Background: an optimization exercise with open tools, aiming at small area, a short achievable clock period and few clock cycles. Do not read the settings as production practice. In this exercise RTL edits were held to simulation tests only and were not proved equivalent to the original. Power figures rest on the tool's default switching activity, not on a simulated workload.

// feistel_engine
module feistel_engine (
    input  wire        clk,
    input  wire        rst,         
    input  wire        cmd_valid,
    input  wire [71:0] cmd,
    output wire        cmd_ready,
    output wire [63:0] blk,
    output wire [7:0]  status
);
export LEC_CHECK = 0
export ABC_AREA = 1
export CAP_MARGIN = 20
export CORE_MARGIN = 2
export CORE_UTILIZATION = 40
export SETUP_SLACK_MARGIN = 2.5
export SLEW_MARGIN = 20
create_clock -name core_clock -period 5.5 [get_ports {clk}]
standard.sh (not shown) runs the stock make flow with config.mk's settings and CLKGATE_MAP_FILE= SYNTH_SCRIPT=/design/flow/synth_recipe.tcl, a recipe that flattens the netlist after the stock synthesis.
==> flow/flow/run.sh <==
#!/bin/bash
export BUFFER_PORTS_ARGS="-buffer_cell sky130_fd_sc_hd__buf_2"
bash standard.sh > standard_flow.log 2>&1
The starting point completed without violations.
Testbench counts at the start, summed over its fixed seeds: cycles 26,762.
Rerun with:
--- a/flow/design.v
+++ b/flow/design.v
@@ -140,22 +140,23 @@
     localparam [2:0] ST_IDLE = 3'd0;
     localparam [2:0] ST_CIPH = 3'd1;    
     localparam [2:0] ST_WALK = 3'd2;    
     localparam [2:0] ST_IPN  = 3'd3;    
     localparam [2:0] ST_ONE  = 3'd4;    
     localparam [2:0] ST_IP1  = 3'd5;    
     localparam [2:0] ST_RB1  = 3'd6;    
     localparam [2:0] ST_RB2  = 3'd7;    
     reg  [2:0]  state;
     reg  [3:0]  cnt;
+    reg  [3:0]  tgt;
     reg         dec;
-    reg  [3:0]  arg;          
+    reg  [3:0]  kind;         
     reg         is_rnd;       
     reg         subst_mode;   
     reg  [63:0] blk_r;
     reg  [55:0] cd;
     reg         kvalid;
     reg         fault;
     reg  [1:0]  cause;
     wire [63:0] blk_v;        
     fe_perm #(.NIN(64), .NOUT(64), .TBL(T_IPINV)) u_out (.din(blk_r), .dout(blk_v));
     assign cmd_ready = (state == ST_IDLE);
@@ -220,33 +221,33 @@
     fe_perm #(.NIN(64), .NOUT(64), .TBL(T_IP)) u_ipp (.din({p_v, 32'd0}),               .dout(p_d));
     fe_perm #(.NIN(64), .NOUT(64), .TBL(T_IP)) u_ipc (.din(pc1_v),                      .dout(pc1_d));
     fe_perm #(.NIN(64), .NOUT(64), .TBL(T_IP)) u_ipd (.din({pc2_v, 16'd0}),             .dout(pc2_d));
     fe_perm #(.NIN(64), .NOUT(64), .TBL(T_IP)) u_ips (.din({blk_v[31:0], blk_v[63:32]}), .dout(sw_d));
     fe_perm #(.NIN(64), .NOUT(64), .TBL(T_IP)) u_ipu (.din({sbox_out, 32'd0}),          .dout(sub_d));
     fe_perm #(.NIN(64), .NOUT(64), .TBL(T_IP)) u_ipk (.din({subkey, 16'd0}),            .dout(key_d));
     wire [55:0] pc1_imm;
     fe_perm #(.NIN(64), .NOUT(56), .TBL(T_PC1)) u_pc1k (.din(cmd[63:0]), .dout(pc1_imm));
     wire idle   = (state == ST_IDLE);
     wire last   = (cnt == 4'd15);
-    wire at_tgt = (state == ST_WALK) && (cnt == arg);
+    wire at_tgt = (state == ST_WALK) && (cnt == tgt);
     wire b_ld   = !rst && idle && ok && is_ldblk;
     wire b_rnd  = !rst && (spec_enc || ((state == ST_CIPH) && !last) || (at_tgt && is_rnd));
     wire b_fin  = !rst && (((state == ST_CIPH) && last) || (state == ST_RB2));
     wire b_swp  = !rst && (state == ST_RB1);
     wire b_ip   = !rst && ((state == ST_IPN) || (state == ST_IP1));
     wire one    = !rst && (state == ST_ONE);
-    wire b_e    = one && (arg == 4'h2);
-    wire b_p    = one && (arg == 4'h3);
-    wire b_pc1  = one && (arg == 4'h4);
-    wire b_pc2  = one && (arg == 4'h5);
-    wire b_sw   = one && (arg == 4'h1);
-    wire b_sub  = one && (arg == 4'h0);
+    wire b_e    = one && (kind == 4'h2);
+    wire b_p    = one && (kind == 4'h3);
+    wire b_pc1  = one && (kind == 4'h4);
+    wire b_pc2  = one && (kind == 4'h5);
+    wire b_sw   = one && (kind == 4'h6);
+    wire b_sub  = one && (kind == 4'h8);
     wire b_key  = !rst && at_tgt && !is_rnd;
     wire b_hold = !rst && !(b_ld || b_rnd || b_fin || b_swp || b_ip || one || b_key);
     wire [63:0] blk_d =
         ({64{b_hold}} & blk_r) | ({64{b_ld}}  & ld_d)  | ({64{b_rnd}} & round_out) |
         ({64{b_fin}}  & {round_out[31:0], round_out[63:32]}) |
         ({64{b_swp}}  & {blk_r[31:0], blk_r[63:32]}) |
         ({64{b_ip}}   & ip_d)  | ({64{b_e}}   & e_d)   | ({64{b_p}}   & p_d)   |
         ({64{b_pc1}}  & pc1_d) | ({64{b_pc2}} & pc2_d) | ({64{b_sw}}  & sw_d)  |
         ({64{b_sub}}  & sub_d) | ({64{b_key}} & key_d);
     wire fwd    = ((state == ST_CIPH) && !dec) || (state == ST_WALK);
@@ -308,22 +309,23 @@
             endcase
         end
     end
     always @(posedge clk) begin
         subst_mode <= !rst && (state == ST_IDLE) && run && is_subst;
         case (state)
             ST_IDLE: begin
                 cnt    <= (fam == 4'h6 || (fam == 4'h4 && sel[0])) ? 4'd4 :
                           (fam == 4'h8 && !sel[0]) ? 4'd1 : 4'd0;
                 dec    <= op[0];
+                tgt    <= sel;
                 is_rnd <= (fam == 4'h6);
-                arg    <= (fam == 4'h5) ? 4'h0 : (fam == 4'h7) ? 4'h1 : sel;
+                kind   <= (fam == 4'h4) ? sel : (fam == 4'h5) ? 4'h8 : 4'h6;
             end
             ST_IPN: begin
                 cnt    <= (cnt == 4'd0) ? 4'd0 : cnt - 4'd1;
             end
             default: begin
                 cnt    <= cnt + 4'd1;
             end
         endcase
     end
 endmodule
After rerunning: Final area is higher by a few percent. Routed wire length rises by roughly a tenth. Global-route usage rises by 5.2 points. Flip-flop and latch count increases by 3. Clock-buffer cell count climbs by 3. Maximum frequency rises slightly. Worst setup slack improved by 0.060 ns. Synthesized area hardly moves. Via count climbs by a few percent. Power came out higher by a little under a tenth. Sequential share of layout area is about the same.
Testbench counts after the change, summed over its fixed seeds: cycles 26,762.

[static timing again, ports no longer ideal]
The results above use ideal ports. As a check the final layouts listed here were re-extracted and re-timed, cells and wires unchanged.
Step 1 assumes that a clkbuf_16 drives the clock port and a buf_2 every other input.
Step 2 times the ports against the registers' clock, not the clock port: input delays grow and output delays shrink by t, the midpoint of the rising clock arrivals with the driver on.
Three values: ideal ports, drivers, drivers and shift; two values: the first two.
run | t (ns) | slack for setup (ns) | worst register clock-pin slew, ns | worst slew at a driven data input, ns | pins driven straight from the clock port
the first run | 0.528 | 2.435 / 2.466 / 1.938 | 0.08 / 0.08 | 0.04 | 1
the second run | 0.544 | 2.495 / 2.495 / 2.065 | 0.08 / 0.08 | 0.04 | 1
After both steps every run listed still meets setup and hold. The setup slack of the first run, which loses most, moves by +0.031 ns with the drivers and by -0.497 ns with both steps.
